This design comes from an exercise in tuning for small area and a short achievable clock period on the open sky130 flow, not from production work. Where RTL was checked, it was by simulation tests only, not by an equivalence proof against the original. The flow treats the clock pin as an ideal source. Dropping or thinning the clock tree relies on that and would not hold on a real chip.

==> module kojisan_scale, before the edit <==
module kojisan_scale (
    input  wire        clk,
    input  wire        rst,
    input  wire        in_valid,
    input  wire        in_sel,
    input  wire [15:0] in_raw,
    output reg         out_valid,
    output reg         out_sel,
    output reg  [31:0] out_q
);
    reg [15:0] r1; reg s1, v1;
    reg [20:0] p2; reg s2, v2;
    reg [23:0] n3; reg s3, v3;
    wire [18:0] p5  = {1'b0, r1, 2'b00} + {3'b000, r1};
    wire [20:0] p25 = {p5, 2'b00} + {2'b00, p5};
    wire [23:0] n = s2 ? {1'b0, p2, 2'b00} : ({p2, 3'b000} - {3'b000, p2});
    wire [56:0] w = {1'b0, n3, 8'd0, n3} + {17'd0, n3, 16'd0}
                  + (s3 ? 57'h000000001000000 : 57'h1d3000001000000);
    always @(posedge clk) begin
        if (rst) begin v1 <= 1'b0; v2 <= 1'b0; v3 <= 1'b0; out_valid <= 1'b0; end
        else begin v1 <= in_valid; v2 <= v1; v3 <= v2; out_valid <= v3; end
        r1 <= in_raw; s1 <= in_sel;
        p2 <= p25;    s2 <= s1;
        n3 <= n;      s3 <= s2;
        out_q <= w[56:25]; out_sel <= s3;
    end
endmodule
export LEC_CHECK = 0
export CAP_MARGIN = 20
export CORE_MARGIN = 2
export CORE_UTILIZATION = 40
export SLEW_MARGIN = 20
create_clock -name core_clock -period 10.0 [get_ports {clk}]
run.sh (not shown) runs the stock make flow with config.mk's settings and CLKGATE_MAP_FILE= SYNTH_SCRIPT=/design/flow/synth_recipe.tcl, a recipe that flattens the netlist after the stock synthesis.
Edit:
==> flow/design.v (replaced) <==
module kojisan_scale (
    input  wire        clk,
    input  wire        rst,
    input  wire        in_valid,
    input  wire        in_sel,
    input  wire [15:0] in_raw,
    output reg         out_valid,
    output reg         out_sel,
    output wire [31:0] out_q
);
    wire [18:0] p5  = {1'b0, in_raw, 2'b00} + {3'b000, in_raw};
    wire [20:0] p25 = {p5, 2'b00} + {2'b00, p5};
    reg  [20:0] p_r;
    always @(posedge clk) begin
        if (rst) out_valid <= 1'b0;
        else     out_valid <= in_valid;
        out_sel <= in_sel;
        p_r     <= p25;
    end
    wire [23:0] n = out_sel ? {1'b0, p_r, 2'b00} : ({p_r, 3'b000} - {3'b000, p_r});
    wire [56:0] w = {1'b0, n, 8'd0, n} + {17'd0, n, 16'd0}
                  + (out_sel ? 57'h000000001000000 : 57'h1d3000001000000);
    assign out_q = w[56:25];
endmodule
Effect: Count of clock-buffer cells in the layout goes down by 6; non-clock buffer count goes up by 1; global-route usage goes up by 1.2 points; synthesized area goes down by 28%; cell count goes down by 19%; routed wire length goes down by 19%.
Function was not checked in any run of this note: the RTL went through the layout flow alone.

========
kojisan_scale, a different RTL version from the one above (not shown whole).
For scale: about 250 cells after synthesis, roughly 26 flip-flops, roughly 54 I/O pins.
==> module kojisan_scale, before the edit <==
module kojisan_scale (
    input  wire        clk,
    input  wire        rst,
    input  wire        in_valid,
    input  wire        in_sel,
    input  wire [15:0] in_raw,
    output reg         out_valid,
    output reg         out_sel,
    output wire [31:0] out_q
);
    function automatic [31:0] radd(input [31:0] a, input [31:0] b, input cin);
        integer i;
        reg c;
        begin
            c = cin;
            for (i = 0; i < 32; i = i + 1) begin
                radd[i] = a[i] ^ b[i] ^ c;
                c = (a[i] & b[i]) | (c & (a[i] ^ b[i]));
            end
        end
    endfunction
    wire [31:0] r32 = {16'd0, in_raw};
    wire [31:0] p5  = radd(r32 << 2, r32, 1'b0);
    wire [31:0] p25 = radd(p5 << 2, p5, 1'b0);
    wire [31:0] n0  = in_sel ? (p25 << 2) : radd(p25 << 3, ~p25, 1'b1);
    reg  [23:0] n_r;
    always @(posedge clk) begin
        if (rst) out_valid <= 1'b0;
        else     out_valid <= in_valid;
        out_sel <= in_sel;
        n_r     <= n0[23:0];
    end
    wire [31:0] n = {8'd0, n_r};
    wire [31:0] cs  = radd({24'd0, n[23:16]}, {23'd0, n[8:0]}, 1'b0);
    wire        c25 = cs[8] | cs[9];
    wire [31:0] q0  = radd({n[24:0], 7'd0}, {17'd0, n[23:9]}, c25);
    assign out_q = out_sel ? q0 : radd(q0, 32'hE9800000, 1'b0);
endmodule
clock: 10.0 ns
lec_check: 0
cap_margin: 20
core_margin: 2
core_utilization: 40
slew_margin: 20
The baseline ran to the end with violations: negative setup slack.
Edit:
==> flow/design.v (replaced) <==
module kojisan_scale (
    input  wire        clk,
    input  wire        rst,
    input  wire        in_valid,
    input  wire        in_sel,
    input  wire [15:0] in_raw,
    output reg         out_valid,
    output reg         out_sel,
    output wire [31:0] out_q
);
    wire [18:0] p5  = {1'b0, in_raw, 2'b00} + {3'b000, in_raw};
    wire [20:0] p25 = {p5, 2'b00} + {2'b00, p5};
    wire [23:0] n0  = in_sel ? {1'b0, p25, 2'b00} : ({p25, 3'b000} - {3'b000, p25});
    reg  [23:0] n;
    always @(posedge clk) begin
        if (rst) out_valid <= 1'b0;
        else     out_valid <= in_valid;
        out_sel <= in_sel;
        n       <= n0;
    end
    wire [9:0]  cs  = {2'b00, n[23:16]} + {1'b0, n[8:0]};
    wire        c25 = |cs[9:8];
    wire [31:0] q0  = {1'b0, n, 7'd0} + {17'd0, n[23:9]} + {31'd0, c25};
    assign out_q = {q0[31:23] + (out_sel ? 9'd0 : 9'h1D3), q0[22:0]};
endmodule
=> This time the run ran to the end with no violations; area after synthesis came out higher by 48%; setup slack improves by 2.9 ns; via count climbs by 96%; routed wire length climbs by 69%; global-route usage grows by 1.8 points; synthesized cell count goes up by 130%; cell area rises by 9.3%; die area is higher by 46%; flip-flop and latch count does not change; worst hold slack gains 0.19 ns; non-clock buffer count went down by 68.
No run of this note included a check of the RTL's function; only the layout flow was run.

========
Setup of the previous run:
Another version of the RTL of kojisan_scale (not shown whole).
Size in the first run: about 490 cells after synthesis, roughly 54 I/O pins, ~5200 um2 of cells after synthesis.
==> module kojisan_scale, before the edit <==
module kojisan_scale (
    input  wire        clk,
    input  wire        rst,
    input  wire        in_valid,
    input  wire        in_sel,
    input  wire [15:0] in_raw,
    output reg         out_valid,
    output reg         out_sel,
    output reg  [31:0] out_q
);
    function automatic [31:0] skadd(input [31:0] a, input [31:0] b, input cin);
        reg [31:0] g, p, x;
        integer l, i;
        begin
            x = a ^ b;
            g = a & b;
            p = x;
            g[0] = g[0] | (p[0] & cin);
            for (l = 0; l < 5; l = l + 1)
                for (i = 0; i < 32; i = i + 1)
                    if (((i >> l) & 1) == 1) begin
                        g[i] = g[i] | (p[i] & g[((i >> l) << l) - 1]);
                        p[i] = p[i] & p[((i >> l) << l) - 1];
                    end
            skadd = x ^ {g[30:0], cin};
        end
    endfunction
    function automatic [63:0] bkadd64(input [63:0] a, input [63:0] b, input cin);
        reg [63:0] g, p, x;
        integer l, i;
        begin
            x = a ^ b;
            g = a & b;
            p = x;
            g[0] = g[0] | (p[0] & cin);
            for (l = 0; l < 6; l = l + 1)
                for (i = 0; i < 64; i = i + 1)
                    if ((i % (2 << l)) == (2 << l) - 1) begin
                        g[i] = g[i] | (p[i] & g[i - (1 << l)]);
                        p[i] = p[i] & p[i - (1 << l)];
                    end
            for (l = 4; l >= 0; l = l - 1)
                for (i = 0; i < 64; i = i + 1)
                    if (i >= (3 << l) - 1 && (i % (2 << l)) == (1 << l) - 1) begin
                        g[i] = g[i] | (p[i] & g[i - (1 << l)]);
                        p[i] = p[i] & p[i - (1 << l)];
                    end
            bkadd64 = x ^ {g[62:0], cin};
        end
    endfunction
    reg [15:0] r1; reg s1, v1;
    reg [20:0] p2; reg s2, v2;
    reg [23:0] n3; reg s3, v3;
    wire [20:0] p25 = {1'b0, r1, 4'b0000} + {2'b00, r1, 3'b000} + {5'b00000, r1};
    wire [31:0] pp  = {11'd0, p2};
    wire [31:0] n   = skadd(pp << 3, ~(s2 ? pp << 2 : pp), 1'b1);
    wire [63:0] w   = bkadd64({23'd0, 1'b0, n3, 8'h01, n3[23:16]},
                              {23'd0, s3 ? 9'h000 : 9'h1D3, 8'h00, n3}, 1'b0);
    always @(posedge clk) begin
        if (rst) begin v1 <= 1'b0; v2 <= 1'b0; v3 <= 1'b0; out_valid <= 1'b0; end
        else begin v1 <= in_valid; v2 <= v1; v3 <= v2; out_valid <= v3; end
        r1 <= in_raw; s1 <= in_sel;
        p2 <= p25;       s2 <= s1;
        n3 <= n[23:0];   s3 <= s2;
        out_q <= w[40:9]; out_sel <= s3;
    end
endmodule
export LEC_CHECK = 0
export CAP_MARGIN = 20
export CORE_MARGIN = 2
export CORE_UTILIZATION = 40
export CTS_BUF_LIST = sky130_fd_sc_hd__clkbuf_8
export CTS_CLUSTER_DIAMETER = 100
export CTS_CLUSTER_SIZE = 40
export SLEW_MARGIN = 20
create_clock -name core_clock -period 10.0 [get_ports {clk}]
standard.sh (not shown) runs the stock make flow with config.mk's settings and CLKGATE_MAP_FILE= SYNTH_SCRIPT=/design/flow/synth_recipe.tcl, a recipe that flattens the netlist after the stock synthesis.
==> flow/flow/run.sh <==
#!/bin/bash
set -euo pipefail
export BUFFER_PORTS_ARGS="-buffer_cell sky130_fd_sc_hd__buf_1"
export SETUP_SLACK_MARGIN=7.25
bash standard.sh cts > standard_to_cts.log 2>&1
openroad -no_init -exit flow/clktree.tcl > clktree.log 2>&1
bash standard.sh finish > standard_finish.log 2>&1
Other scripts of this flow, unchanged in this note and not shown: flow/flow/clktree.tcl
What the current run does differently from the previous run at the input level:
diff --git a/flow/design.v b/flow/design.v
--- a/flow/design.v
+++ b/flow/design.v
@@ -47,21 +47,22 @@
                     end
             bkadd64 = x ^ {g[62:0], cin};
         end
     endfunction
     reg [15:0] r1; reg s1, v1;
-    reg [20:0] p2; reg s2, v2;
+    reg [18:0] a2; reg s2, v2;
     reg [23:0] n3; reg s3, v3;
-    wire [20:0] p25 = {1'b0, r1, 4'b0000} + {2'b00, r1, 3'b000} + {5'b00000, r1};
-    wire [31:0] pp  = {11'd0, p2};
-    wire [31:0] n   = skadd(pp << 3, ~(s2 ? pp << 2 : pp), 1'b1);
+    wire [31:0] rr  = {16'd0, r1};
+    wire [31:0] a   = skadd(rr << 3, ~rr, 1'b1);
+    wire [18:0] am  = s1 ? {1'b0, r1, 2'b00} : a[18:0];
+    wire [23:0] n   = {1'b0, a2, 4'b0000} + {2'b00, a2, 3'b000} + {5'b00000, a2};
     wire [63:0] w   = bkadd64({23'd0, 1'b0, n3, 8'h01, n3[23:16]},
                               {23'd0, s3 ? 9'h000 : 9'h1D3, 8'h00, n3}, 1'b0);
     always @(posedge clk) begin
         if (rst) begin v1 <= 1'b0; v2 <= 1'b0; v3 <= 1'b0; out_valid <= 1'b0; end
         else begin v1 <= in_valid; v2 <= v1; v3 <= v2; out_valid <= v3; end
         r1 <= in_raw; s1 <= in_sel;
-        p2 <= p25;       s2 <= s1;
-        n3 <= n[23:0];   s3 <= s2;
+        a2 <= am;        s2 <= s1;
+        n3 <= n;         s3 <= s2;
         out_q <= w[40:9]; out_sel <= s3;
     end
 endmodule
When the current run is set beside the previous run, its number of gates resized after cts turns out to be about 4.7% smaller. From the previous run to the current run the numbers moved as follows: count of inverters not on the clock network in the layout has increased, utilization after layout has decreased, fmax has decreased, flip-flop and latch share of the layout cell area has increased, transition time at the pin with the least slew margin has increased. | post-synthesis area per instance | the previous run vs the current run | ≈ equal |. Comparing the current run with the previous run, the number of maximum-capacitance violations came out essentially unchanged. On design area, the higher figure sits with the previous run, not the current run. Measured against the current run, the total number of multi-input combinational cells of the previous run comes out at 1.10 times the reference value. The current run has critical path arrival above what the previous run had. Number of global-route vias before repair ended up 126 lower on the current run than on the previous run. Least setup slack across all paths after layout came out lower on the current run than on the previous run.
In every run of this note, the design's own scripts or RTL, not TritonCTS, make the clock network.

========
the baseline:
kojisan_scale, a different RTL version from the one above (not shown whole).
For scale: roughly 570 cells after synthesis, about 100 flip-flops.
==> module kojisan_scale, before the edit <==
module kojisan_scale (
    input  wire        clk,
    input  wire        rst,
    input  wire        in_valid,
    input  wire        in_sel,
    input  wire [15:0] in_raw,
    output reg         out_valid,
    output reg         out_sel,
    output reg  [31:0] out_q
);
    function automatic [63:0] bkadd64(input [63:0] a, input [63:0] b, input cin);
        reg [63:0] g, p, x;
        integer l, i;
        begin
            x = a ^ b;
            g = a & b;
            p = x;
            g[0] = g[0] | (p[0] & cin);
            for (l = 0; l < 6; l = l + 1)
                for (i = 0; i < 64; i = i + 1)
                    if ((i % (2 << l)) == (2 << l) - 1) begin
                        g[i] = g[i] | (p[i] & g[i - (1 << l)]);
                        p[i] = p[i] & p[i - (1 << l)];
                    end
            for (l = 4; l >= 0; l = l - 1)
                for (i = 0; i < 64; i = i + 1)
                    if (i >= (3 << l) - 1 && (i % (2 << l)) == (1 << l) - 1) begin
                        g[i] = g[i] | (p[i] & g[i - (1 << l)]);
                        p[i] = p[i] & p[i - (1 << l)];
                    end
            bkadd64 = x ^ {g[62:0], cin};
        end
    endfunction
    reg [15:0] r1; reg s1, v1;
    reg [20:0] p2; reg s2, v2;
    reg [23:0] n3; reg s3, v3;
    wire [20:0] p25 = {1'b0, r1, 4'b0000} + {2'b00, r1, 3'b000} + {5'b00000, r1};
    wire [31:0] pp  = {11'd0, p2};
    wire [23:0] n   = s2 ? {1'b0, p2, 2'b00} : ({p2, 3'b000} - {3'b000, p2});
    wire [63:0] w   = bkadd64({23'd0, 1'b0, n3, 8'h01, n3[23:16]},
                              {23'd0, s3 ? 9'h000 : 9'h1D3, 8'h00, n3}, 1'b0);
    always @(posedge clk) begin
        if (rst) begin v1 <= 1'b0; v2 <= 1'b0; v3 <= 1'b0; out_valid <= 1'b0; end
        else begin v1 <= in_valid; v2 <= v1; v3 <= v2; out_valid <= v3; end
        r1 <= in_raw; s1 <= in_sel;
        p2 <= p25;       s2 <= s1;
        n3 <= n[23:0];   s3 <= s2;
        out_q <= w[40:9]; out_sel <= s3;
    end
endmodule
clock: 10.0 ns
lec_check: 0
cap_margin: 20
core_margin: 2
core_utilization: 40
cts_buf_list: sky130_fd_sc_hd__clkbuf_8
cts_cluster_diameter: 100
cts_cluster_size: 40
slew_margin: 20
==> flow/flow/run.sh <==
#!/bin/bash
set -euo pipefail
export BUFFER_PORTS_ARGS="-buffer_cell sky130_fd_sc_hd__buf_1"
export SETUP_SLACK_MARGIN=7.1
bash standard.sh finish > standard_flow.log 2>&1
--- input diff the baseline..the candidate ---
-- flow/design.v --
<<< the baseline, line 9
    output reg  [31:0] out_q
);
    function automatic [63:0] bkadd64(input [63:0] a, input [63:0] b, input cin);
        reg [63:0] g, p, x;
>>> the candidate, line 9
    output reg  [31:0] out_q
);
    function automatic [31:0] skadd(input [31:0] a, input [31:0] b, input cin);
        reg [31:0] g, p, x;
        integer l, i;
        begin
            x = a ^ b;
            g = a & b;
            p = x;
            g[0] = g[0] | (p[0] & cin);
            for (l = 0; l < 5; l = l + 1)
                for (i = 0; i < 32; i = i + 1)
                    if (((i >> l) & 1) == 1) begin
                        g[i] = g[i] | (p[i] & g[((i >> l) << l) - 1]);
                        p[i] = p[i] & p[((i >> l) << l) - 1];
                    end
            skadd = x ^ {g[30:0], cin};
        end
    endfunction
    function automatic [63:0] bkadd64(input [63:0] a, input [63:0] b, input cin);
        reg [63:0] g, p, x;
<<< the baseline, line 37
    wire [20:0] p25 = {1'b0, r1, 4'b0000} + {2'b00, r1, 3'b000} + {5'b00000, r1};
    wire [31:0] pp  = {11'd0, p2};
    wire [23:0] n   = s2 ? {1'b0, p2, 2'b00} : ({p2, 3'b000} - {3'b000, p2});
    wire [63:0] w   = bkadd64({23'd0, 1'b0, n3, 8'h01, n3[23:16]},
                              {23'd0, s3 ? 9'h000 : 9'h1D3, 8'h00, n3}, 1'b0);
>>> the candidate, line 54
    wire [20:0] p25 = {1'b0, r1, 4'b0000} + {2'b00, r1, 3'b000} + {5'b00000, r1};
    wire [31:0] pp  = {11'd0, p2};
    wire [31:0] n   = skadd(pp << 3, ~(s2 ? pp << 2 : pp), 1'b1);
    wire [63:0] w   = bkadd64({23'd0, 1'b0, n3, 8'h01, n3[23:16]},
                              {23'd0, s3 ? 9'h000 : 9'h1D3, 8'h00, n3}, 1'b0);
Findings:
- The candidate: flow completed, timing, DRC and antenna clean
- Between the baseline and the candidate, shortest clock period the worst path allows after layout decreased.
- Relative to the baseline, the final weighted congestion of routability-driven global placement measured on the candidate has increased slightly.
- Of the candidate and the baseline, the baseline shows the lower area share of xor/xnor cells in the synthesized design, with the candidate above it.
- Relative to the baseline, the candidate degrades worst setup skew after layout.
- Diff the baseline -> the candidate: proportion of synthesized flip-flops having asynchronous set or reset flat; design area went down 5.3%; maximum number of pins on one net before global-route repair decreased by 46% relative to the old numbers; relative area change from synthesis to final layout went up.
- Routed wire in the candidate totals less than in the baseline.
Function not checked in the baseline: the RTL went through the layout flow alone.

-- separate check: timing with driven ports --
Ports are ideal in the flow. The routed layouts listed here were re-timed in OpenROAD. Step 1 (the two cells are an assumption about what drives the block):
set clk [get_ports {clk}]
set_driving_cell -lib_cell sky130_fd_sc_hd__clkbuf_16 $clk
set_driving_cell -lib_cell sky130_fd_sc_hd__buf_2 [delete_from_list [all_inputs] $clk]
Step 2 moves the port delays by t, midway between the first and last clock arrival at a register: inputs arrive t later, outputs are due t later. That takes back most of the time a late clock gives input paths. Slacks: ideal ports / drivers / drivers and shift; pairs: ideal ports / drivers.
| run | t (ns) | slack for setup (ns) | worst setup path at the end | slew at the worst register clock pin (ns) |
|---|---|---|---|---|
| the first run of note 1 | 0.391 | 6.048 / 6.048 / 6.048 | register to register | 0.07 / 0.07 |
| the second run of note 1 | 0.290 | 2.129 / 2.100 / 2.390 | register to output | 0.07 / 0.07 |
| the first run of note 2 | 0.296 | -0.559 / -0.586 / -0.883 | input to register | 0.09 / 0.09 |
| the second run of note 2 | 0.286 | 2.356 / 2.330 / 2.098 | input to register | 0.08 / 0.08 |
| the previous run | 0.238 | 7.387 / 7.317 / 7.386 | register to register | 0.09 / 0.09 |
| the current run | 0.238 | 7.340 / 7.311 / 7.340 | register to register | 0.09 / 0.09 |
| the baseline | 0.404 | 7.155 / 7.121 / 7.224 | register to register | 0.10 / 0.10 |
| the candidate | 0.390 | 7.164 / 7.133 / 7.301 | register to register | 0.10 / 0.10 |
The setup slack of the first run of note 2, which loses most, moves by -0.027 ns with the drivers and by -0.324 ns with both steps.
